From an optimization exercise on the open Yosys and OpenROAD flow, aimed at small area, a short achievable clock period and few clock cycles; shortcuts taken in it are not production practice. RTL that was checked went through simulation tests only; none was proved equivalent to the original.

==> flow/design.v <==
module pm25_codec (
    input  wire         clk,
    input  wire         rst,         
    input  wire         req_valid,
    input  wire [31:0]  req_word,
    input  wire [5:0]   req_nops,    
    input  wire [255:0] req_ops,     
    output wire         busy,
    input  wire         rx_valid,
    input  wire [1:0]   rx_kind,     
    input  wire [7:0]   rx_byte,
    output wire         rx_ready,
    output reg  [2:0]   st,
    output reg  [1:0]   rop,
    output wire [7:0]   nrx,
    output reg          len_vld,
    output wire [15:0]  lenf_r,
    output reg          lmatch,
    output reg          csc_vld,
    output wire [15:0]  csc,
    output reg          csr_vld,
    output reg  [15:0]  csr,
    output wire [5:0]   flen,
    output wire [255:0] fbuf,
    output reg          cbuf_vld,
    output wire [55:0]  cbuf
);
    localparam [2:0] ST_OK      = 3'd0,
                     ST_TIMEOUT = 3'd1,
                     ST_LENMIS  = 3'd2,
                     ST_CSUM    = 3'd3,
                     ST_TERR    = 3'd4,
                     ST_ILLEGAL = 3'd6,
                     ST_NONE    = 3'd7;
    reg         s_h0, s_h1, s_lh, s_ll, s_bd;    
    reg         s_en;                            
    reg         s_vs, s_vc;                      
    reg         busy_r;      
    reg         busy_o;      
    reg         busy_n;      
    reg         rxr;         
    reg         pol;         
    reg  [5:0]  tg;          
    reg  [5:0]  em4;         
    reg         tl;          
    reg         lastr;       
    reg  [5:0]  idx;         
    reg         fsy;         
    reg         fsyn;        
    reg  [6:0]  cnt;         
    reg  [12:0] acc;         
    reg         cscz;        
    reg  [239:0] fb;         
    reg  [23:0] cbd;         
    reg  [9:0]  cck;         
    reg         cv1, cv0;    
    reg  [255:0] vsr;        
    reg  [3:0]  vm;          
    reg         vl;          
    reg  [8:0]  s01, s23;    
    assign busy     = busy_o;
    assign rx_ready = rxr;
    assign nrx      = {busy_n, cnt};
    assign flen     = idx;
    assign csc      = {cscz, cscz, cscz, acc};
    assign fbuf[7:0]    = {fsyn, fsy, fsyn, fsyn, fsyn, fsyn, fsy, fsyn};   
    assign fbuf[15:8]   = {fsyn, fsy, fsyn, fsyn, fsy, fsy, fsyn, fsy};     
    assign fbuf[255:16] = fb;
    assign lenf_r = {fb[7:0], fb[15:8]};
    assign cbuf[7:0]   = {cv0, cv1, cv0, cv0, cv0, cv0, cv1, cv0};         
    assign cbuf[15:8]  = {cv0, cv1, cv0, cv0, cv1, cv1, cv0, cv1};         
    assign cbuf[39:16] = cbd;
    assign cbuf[47:40] = {cv0, cv0, cv0, cv0, cv0, cv0, cck[9:8]};
    assign cbuf[55:48] = cck[7:0];
    wire [3:0]  w_op    = req_word[3:0];
    wire [7:0]  w_arg8  = req_word[15:8];
    wire [15:0] w_arg16 = req_word[31:16];
    wire a_le32  = (w_arg8[7:6] == 2'b00) && (!w_arg8[5] || (w_arg8[4:0] == 5'd0));
    wire a_ge6   = (w_arg8[7:3] != 5'd0) || (w_arg8[2:1] == 2'b11);
    wire a_ge2   = (w_arg8[7:1] != 7'd0);
    wire sync_ok = (w_op == 4'h1) && (req_word[7:5] == 3'b000) &&
                   (w_arg16 == 16'h0000) && a_ge6 && a_le32;
    wire enc_ok  = (w_op == 4'h2) && (req_word[7:4] == 4'h0);
    wire ver_ok  = (w_op == 4'h3) && (req_word[7:4] == 4'h0) &&
                   (w_arg16 == 16'h0000) && a_ge2 && a_le32 &&
                   ({2'b00, req_nops} == w_arg8);
    wire [9:0]  enc_sum = 10'h08F + {2'b00, cbd[7:0]} + {2'b00, cbd[15:8]} +
                          {2'b00, cbd[23:16]};
    wire take = req_valid && !busy_r;
    wire        rv    = rx_valid;
    wire        fire  = rx_valid && rxr;
    wire        isb   = (rx_kind == 2'd0);
    wire        istmo = (rx_kind == 2'd1);
    wire        b42   = (rx_byte == 8'h42);
    wire        b4d   = (rx_byte == 8'h4D);
    wire        bz    = (rx_byte == 8'h00);
    wire        at2e  = (cnt == {tg, 1'b0});    
    wire        at2e1 = (cnt == {tg, 1'b1});    
    wire        hunt  = s_h0 || s_h1;
    wire        stor  = s_lh || s_ll || s_bd;   
    wire        hi0   = (fb[7:0] == 8'h00);
    wire        lm    = hi0 && (rx_byte == {2'b00, em4});
    reg         blt;
    integer     k;
    always @(*) begin
        blt = 1'b0;
        for (k = 0; k < 6; k = k + 1)
            blt = (!rx_byte[k] && em4[k]) || (!(rx_byte[k] ^ em4[k]) && blt);
    end
    wire        lless = hi0 && (rx_byte[7:6] == 2'b00) && blt;
    wire [5:0]  tbody = tl ? (fb[13:8] + 6'd4) : tg;
    wire        ckhi  = (acc[12:8] == csr[4:0]) && (csr[7:5] == 3'd0);
    wire        ckok  = ckhi && (rx_byte == acc[7:0]);
    wire        h0end = !b42 && at2e;                        
    wire        h1end = !b4d && (at2e1 || (!b42 && at2e));   
    wire        llgo  = pol ? !(hi0 && bz) : lm;             
    wire        lastl = pol && hi0 && bz;                    
    wire        tmo   = (s_h0 && h0end) || (s_h1 && h1end);
    wire        lmis  = s_ll && !pol && !lm;
    wire        ckend = (s_ll && lastl) || (s_bd && lastr);
    wire        bend  = tmo || (s_ll && !llgo) || (s_bd && lastr);
    wire        sdone = !isb || bend;                        
    wire [2:0]  sst   = !isb  ? (istmo ? ST_TIMEOUT : ST_TERR) :
                        tmo   ? ST_TIMEOUT :
                        lmis  ? ST_LENMIS :
                        ckok  ? ST_OK : ST_CSUM;
    wire [7:0]  v0 = vm[0] ? vsr[7:0]   : 8'd0;
    wire [7:0]  v1 = vm[1] ? vsr[15:8]  : 8'd0;
    wire [7:0]  v2 = vm[2] ? vsr[23:16] : 8'd0;
    wire [7:0]  v3 = vm[3] ? vsr[31:24] : 8'd0;
    wire [12:0] vacc = acc + {4'd0, s01} + {4'd0, s23};
    wire [15:0] q1 = {3'd0, acc}, q2 = {7'd0, s01}, q3 = {7'd0, s23};
    wire [15:0] qs = q1 ^ q2 ^ q3;
    wire [15:0] qc = {(q1[14:0] & q2[14:0]) | (q1[14:0] & q3[14:0]) | (q2[14:0] & q3[14:0]), 1'b0};
    wire [15:0] qneed = qs ^ qc ^ csr;
    wire [15:0] qgen  = (qs & qc) | ((qs | qc) & ~csr);
    wire        veq   = (qneed == {qgen[14:0], 1'b0});
    reg  [15:0] vcsr;
    always @(*) begin
        case (tg[2:0])
            3'd2:    vcsr = {vsr[7:0],   vsr[15:8]};
            3'd3:    vcsr = {vsr[15:8],  vsr[23:16]};
            3'd4:    vcsr = {vsr[23:16], vsr[31:24]};
            3'd5:    vcsr = {vsr[31:24], vsr[39:32]};
            default: vcsr = {vsr[39:32], vsr[47:40]};
        endcase
    end
    always @(posedge clk) begin
        if (rst) begin
            {s_h0, s_h1, s_lh, s_ll, s_bd, s_en, s_vs, s_vc} <= 8'd0;
            busy_r   <= 1'b0;
            busy_o   <= 1'b0;
            busy_n   <= 1'b0;
            rxr      <= 1'b0;
            st       <= ST_NONE;
            rop      <= 2'd0;
            cnt      <= 7'd0;
            idx      <= 6'd0;
            fsy      <= 1'b0;
            fsyn     <= 1'b1;
            len_vld  <= 1'b0;
            csc_vld  <= 1'b0;
            cscz     <= 1'b1;
            csr_vld  <= 1'b0;
            cbuf_vld <= 1'b0;
            cv1      <= 1'b0;
            cv0      <= 1'b1;
        end else if (!busy_r) begin
            if (req_valid) begin
                len_vld <= 1'b0;
                csc_vld <= 1'b0;
                cscz    <= 1'b1;
                csr_vld <= 1'b0;
                cnt     <= 7'd0;
                s_h0    <= sync_ok;
                s_en    <= enc_ok;
                s_vs    <= ver_ok;
                rxr     <= sync_ok;
                busy_r  <= sync_ok || enc_ok || ver_ok;
                busy_o  <= sync_ok || enc_ok || ver_ok;
                busy_n  <= sync_ok || enc_ok || ver_ok;
                if (sync_ok) begin
                    idx  <= 6'd0;
                    fsy  <= 1'b0;
                    fsyn <= 1'b1;
                end
                if (!(sync_ok || enc_ok || ver_ok)) begin
                    st  <= ST_ILLEGAL;
                    rop <= 2'd0;
                end
            end
        end else if (rxr) begin
            if (rv) begin
                cnt  <= cnt + 7'd1;
                s_h0 <= isb && (s_h0 ? (!b42 && !at2e) :
                                s_h1 && !b4d && !b42 && !at2e1 && !at2e);
                s_h1 <= isb && (s_h0 ? b42 : s_h1 && b42 && !at2e1);
                s_lh <= isb && s_h1 && b4d;
                s_ll <= isb && s_lh;
                s_bd <= isb && (s_ll ? llgo : s_bd && !lastr);
                if (sdone) begin
                    busy_r <= 1'b0;
                    busy_o <= 1'b0;
                    busy_n <= 1'b0;
                    rxr    <= 1'b0;
                    st     <= sst;
                    rop    <= 2'd1;
                end
                if (isb && s_ll)
                    len_vld <= 1'b1;
                if (isb && ckend) begin
                    csc_vld <= 1'b1;
                    cscz    <= 1'b0;
                    csr_vld <= 1'b1;
                end
                if (isb && stor)
                    idx <= idx + 6'd1;
                if (isb && s_h1 && b4d) begin
                    idx  <= 6'd2;
                    fsy  <= 1'b1;
                    fsyn <= 1'b0;
                end
            end
        end else if (s_en) begin
            s_en     <= 1'b0;
            busy_r   <= 1'b0;
            busy_o   <= 1'b0;
            busy_n   <= 1'b0;
            cbuf_vld <= 1'b1;
            cv1      <= 1'b1;
            cv0      <= 1'b0;
            csc_vld  <= 1'b1;
            cscz     <= 1'b0;
            st       <= ST_OK;
            rop      <= 2'd2;
        end else if (s_vs) begin
            if (vl) begin
                s_vs <= 1'b0;
                s_vc <= 1'b1;
            end
        end else begin
            s_vc    <= 1'b0;
            busy_r  <= 1'b0;
            busy_o  <= 1'b0;
            busy_n  <= 1'b0;
            csc_vld <= 1'b1;
            cscz    <= 1'b0;
            csr_vld <= 1'b1;
            st      <= veq ? ST_OK : ST_CSUM;
            rop     <= 2'd3;
        end
    end
    always @(posedge clk) begin
        if (!busy_r) begin
            if (req_valid) begin
                tg  <= w_arg8[5:0];
                em4 <= w_arg8[5:0] - 6'd4;
                pol <= req_word[4];
                acc <= 13'd0;
                s01 <= 9'd0;
                s23 <= 9'd0;
                vm  <= {w_arg8[5:0] >= 6'd6, w_arg8[5:0] >= 6'd5,
                        w_arg8[5:0] >= 6'd4, w_arg8[5:0] >= 6'd3};
                vl  <= (w_arg8[5:0] <= 6'd6);
            end
        end else if (rxr) begin
            if (rv) begin
                csr <= {csr[7:0], rx_byte};
                if (hunt)
                    acc <= 13'h042;
                else if (stor && !(s_bd && lastr))
                    acc <= acc + {5'd0, csr[7:0]};
                if (s_ll) begin
                    tl     <= pol && lless;
                    lastr  <= pol && hi0 && (rx_byte == 8'h01);
                    lmatch <= lm;
                end
                if (s_bd)
                    lastr <= (idx + 6'd2 == tbody);
            end
            if (s_bd)
                tg <= tbody;
        end else if (s_en) begin
            acc <= {3'd0, enc_sum};
        end else begin
            tg  <= tg - 6'd4;
            acc <= vacc;
            s01 <= {1'b0, v0} + {1'b0, v1};
            s23 <= {1'b0, v2} + {1'b0, v3};
            vm  <= {tg >= 6'd10, tg >= 6'd9, tg >= 6'd8, tg >= 6'd7};
            vl  <= (tg <= 6'd10);
            if (s_vs)
                csr <= vcsr;
        end
    end
    always @(posedge clk) begin
        if (take && enc_ok)
            cbd <= {w_arg16[7:0], w_arg16[15:8], w_arg8};
        if (s_en)
            cck <= enc_sum;
    end
    genvar g;
    generate
        for (g = 2; g < 32; g = g + 1) begin : g_fb
            always @(posedge clk)
                if (stor && idx[4:0] == g)
                    fb[8*g-9:8*g-16] <= rx_byte;
        end
    endgenerate
    always @(posedge clk) begin
        vsr[255:224] <= req_ops[255:224];
        if (s_vs)
            vsr[223:0] <= vsr[255:32];
        else
            vsr[223:0] <= req_ops[223:0];
    end
endmodule
export LEC_CHECK = 0
export CAP_MARGIN = 35
export CORE_MARGIN = 2
export CORE_UTILIZATION = 50
export CTS_BUF_LIST = sky130_fd_sc_hd__clkbuf_8
export SLEW_MARGIN = 20
create_clock -name core_clock -period 10.0 [get_ports {clk}]
standard.sh (not shown) runs the stock make flow with config.mk's settings and CLKGATE_MAP_FILE= SYNTH_SCRIPT=/design/flow/synth_recipe.tcl, a recipe that flattens the netlist after the stock synthesis.
==> flow/flow/run.sh <==
#!/bin/bash
set -euo pipefail
export BUFFER_PORTS_ARGS="-buffer_cell sky130_fd_sc_hd__buf_1"
export SETUP_SLACK_MARGIN=6.6
bash standard.sh > standard.log 2>&1
Testbench counts at the start, summed over its fixed seeds: cycles 28,075.
Next try:
--- a/flow/design.v
+++ b/flow/design.v
@@ -92,8 +92,6 @@
     wire        isb   = (rx_kind == 2'd0);
     wire        istmo = (rx_kind == 2'd1);
     wire        b42   = (rx_byte == 8'h42);
-    wire        b4d   = (rx_byte == 8'h4D);
-    wire        bz    = (rx_byte == 8'h00);
     wire        at2e  = (cnt == {tg, 1'b0});    
     wire        at2e1 = (cnt == {tg, 1'b1});    
     wire        hunt  = s_h0 || s_h1;
@@ -110,20 +108,20 @@
     wire        lless = hi0 && (rx_byte[7:6] == 2'b00) && blt;
     wire [5:0]  tbody = tl ? (fb[13:8] + 6'd4) : tg;
     wire        ckhi  = (acc[12:8] == csr[4:0]) && (csr[7:5] == 3'd0);
-    wire        ckok  = ckhi && (rx_byte == acc[7:0]);
-    wire        h0end = !b42 && at2e;                        
-    wire        h1end = !b4d && (at2e1 || (!b42 && at2e));   
-    wire        llgo  = pol ? !(hi0 && bz) : lm;             
-    wire        lastl = pol && hi0 && bz;                    
-    wire        tmo   = (s_h0 && h0end) || (s_h1 && h1end);
-    wire        lmis  = s_ll && !pol && !lm;
-    wire        ckend = (s_ll && lastl) || (s_bd && lastr);
-    wire        bend  = tmo || (s_ll && !llgo) || (s_bd && lastr);
+    wire [7:0]  cmpv  = s_h0 ? 8'h42 : s_h1 ? 8'h4D :
+                        s_ll ? (pol ? 8'h00 : {2'b00, em4}) : acc[7:0];
+    wire        beq   = (rx_byte == cmpv);
+    wire        e1    = (s_ll && (pol ? hi0 : !hi0)) || (s_bd && lastr);
+    wire        e0    = (s_h0 && at2e) || (s_h1 && (at2e1 || (!b42 && at2e))) ||
+                        (s_ll && !pol) || (s_bd && lastr);
+    wire        ck0   = ckhi && (acc[7:0] == 8'h00);    
+    wire [2:0]  sv1   = s_ll ? (pol ? (ck0 ? ST_OK : ST_CSUM) : ST_LENMIS) :
+                        (ckhi ? ST_OK : ST_CSUM);
+    wire [2:0]  sv0   = (s_h0 || s_h1) ? ST_TIMEOUT : s_ll ? ST_LENMIS : ST_CSUM;
+    wire        bend  = beq ? e1 : e0;
     wire        sdone = !isb || bend;                        
-    wire [2:0]  sst   = !isb  ? (istmo ? ST_TIMEOUT : ST_TERR) :
-                        tmo   ? ST_TIMEOUT :
-                        lmis  ? ST_LENMIS :
-                        ckok  ? ST_OK : ST_CSUM;
+    wire [2:0]  sst   = !isb ? (istmo ? ST_TIMEOUT : ST_TERR) : (beq ? sv1 : sv0);
+    wire        ckend = (s_ll && pol && hi0 && beq) || (s_bd && lastr);
     wire [7:0]  v0 = vm[0] ? vsr[7:0]   : 8'd0;
     wire [7:0]  v1 = vm[1] ? vsr[15:8]  : 8'd0;
     wire [7:0]  v2 = vm[2] ? vsr[23:16] : 8'd0;
@@ -175,6 +173,9 @@
                 s_h0    <= sync_ok;
                 s_en    <= enc_ok;
                 s_vs    <= ver_ok;
+                rop     <= sync_ok ? 2'd1 : enc_ok ? 2'd2 : ver_ok ? 2'd3 : 2'd0;
+                if (enc_ok)
+                    st  <= ST_OK;
                 rxr     <= sync_ok;
                 busy_r  <= sync_ok || enc_ok || ver_ok;
                 busy_o  <= sync_ok || enc_ok || ver_ok;
@@ -184,27 +185,24 @@
                     fsy  <= 1'b0;
                     fsyn <= 1'b1;
                 end
-                if (!(sync_ok || enc_ok || ver_ok)) begin
+                if (!(sync_ok || enc_ok || ver_ok))
                     st  <= ST_ILLEGAL;
-                    rop <= 2'd0;
-                end
             end
         end else if (rxr) begin
             if (rv) begin
                 cnt  <= cnt + 7'd1;
-                s_h0 <= isb && (s_h0 ? (!b42 && !at2e) :
-                                s_h1 && !b4d && !b42 && !at2e1 && !at2e);
-                s_h1 <= isb && (s_h0 ? b42 : s_h1 && b42 && !at2e1);
-                s_lh <= isb && s_h1 && b4d;
+                s_h0 <= isb && (s_h0 ? (!beq && !at2e) :
+                                s_h1 && !beq && !b42 && !at2e1 && !at2e);
+                s_h1 <= isb && (s_h0 ? beq : s_h1 && b42 && !at2e1);
+                s_lh <= isb && s_h1 && beq;
                 s_ll <= isb && s_lh;
-                s_bd <= isb && (s_ll ? llgo : s_bd && !lastr);
+                s_bd <= isb && (s_ll ? !bend : s_bd && !lastr);
                 if (sdone) begin
                     busy_r <= 1'b0;
                     busy_o <= 1'b0;
                     busy_n <= 1'b0;
                     rxr    <= 1'b0;
                     st     <= sst;
-                    rop    <= 2'd1;
                 end
                 if (isb && s_ll)
                     len_vld <= 1'b1;
@@ -215,7 +213,7 @@
                 end
                 if (isb && stor)
                     idx <= idx + 6'd1;
-                if (isb && s_h1 && b4d) begin
+                if (isb && s_h1 && beq) begin
                     idx  <= 6'd2;
                     fsy  <= 1'b1;
                     fsyn <= 1'b0;
@@ -231,8 +229,6 @@
             cv0      <= 1'b0;
             csc_vld  <= 1'b1;
             cscz     <= 1'b0;
-            st       <= ST_OK;
-            rop      <= 2'd2;
         end else if (s_vs) begin
             if (vl) begin
                 s_vs <= 1'b0;
@@ -247,7 +243,6 @@
             cscz    <= 1'b0;
             csr_vld <= 1'b1;
             st      <= veq ? ST_OK : ST_CSUM;
-            rop     <= 2'd3;
         end
     end
     always @(posedge clk) begin
The changed run ran to the end with no violations; setup slack loses 0.30 ns; routed wire length grows by 5.6%; fmax shrinks by 8.0%; clock-buffer cell count shrinks by 5; via count grows by 4.9%; die area grows by 1.7%.
Only the layout flow was run in the second run of this note; the RTL was not checked for function there.

port drivers added, routing unchanged:
How much do the figures lean on ideal ports? The routed layouts below were timed once more, with nothing changed but the port constraints.
Step 1 sets driving cells, clkbuf_16 on the clock port and buf_2 on the other inputs (assumed; they add their load-dependent delay and slew).
Step 2 adds t to the input delays and takes it off the output delays; t is the mean of the earliest and latest rising clock arrival at the registers after step 1. Input paths then give back, and output paths get back, about the clock's delay inside the block.
a / b / c = ideal / step 1 / step 2; a / b = the first two.
| run | t (ns) | setup WS [ns] | worst slew at a driven data input, ns | pins driven straight from the clock port |
|---|---|---|---|---|
| the first run | 0.747 | 6.590 / 6.530 / 5.884 | 0.21 | 1 |
| the second run | 0.758 | 6.293 / 6.292 / 5.534 | 0.26 | 1 |
After both steps every run listed still meets setup and hold. For the second run, which loses most, drivers alone change the setup slack by -0.001 ns; drivers and shift together by -0.759 ns.
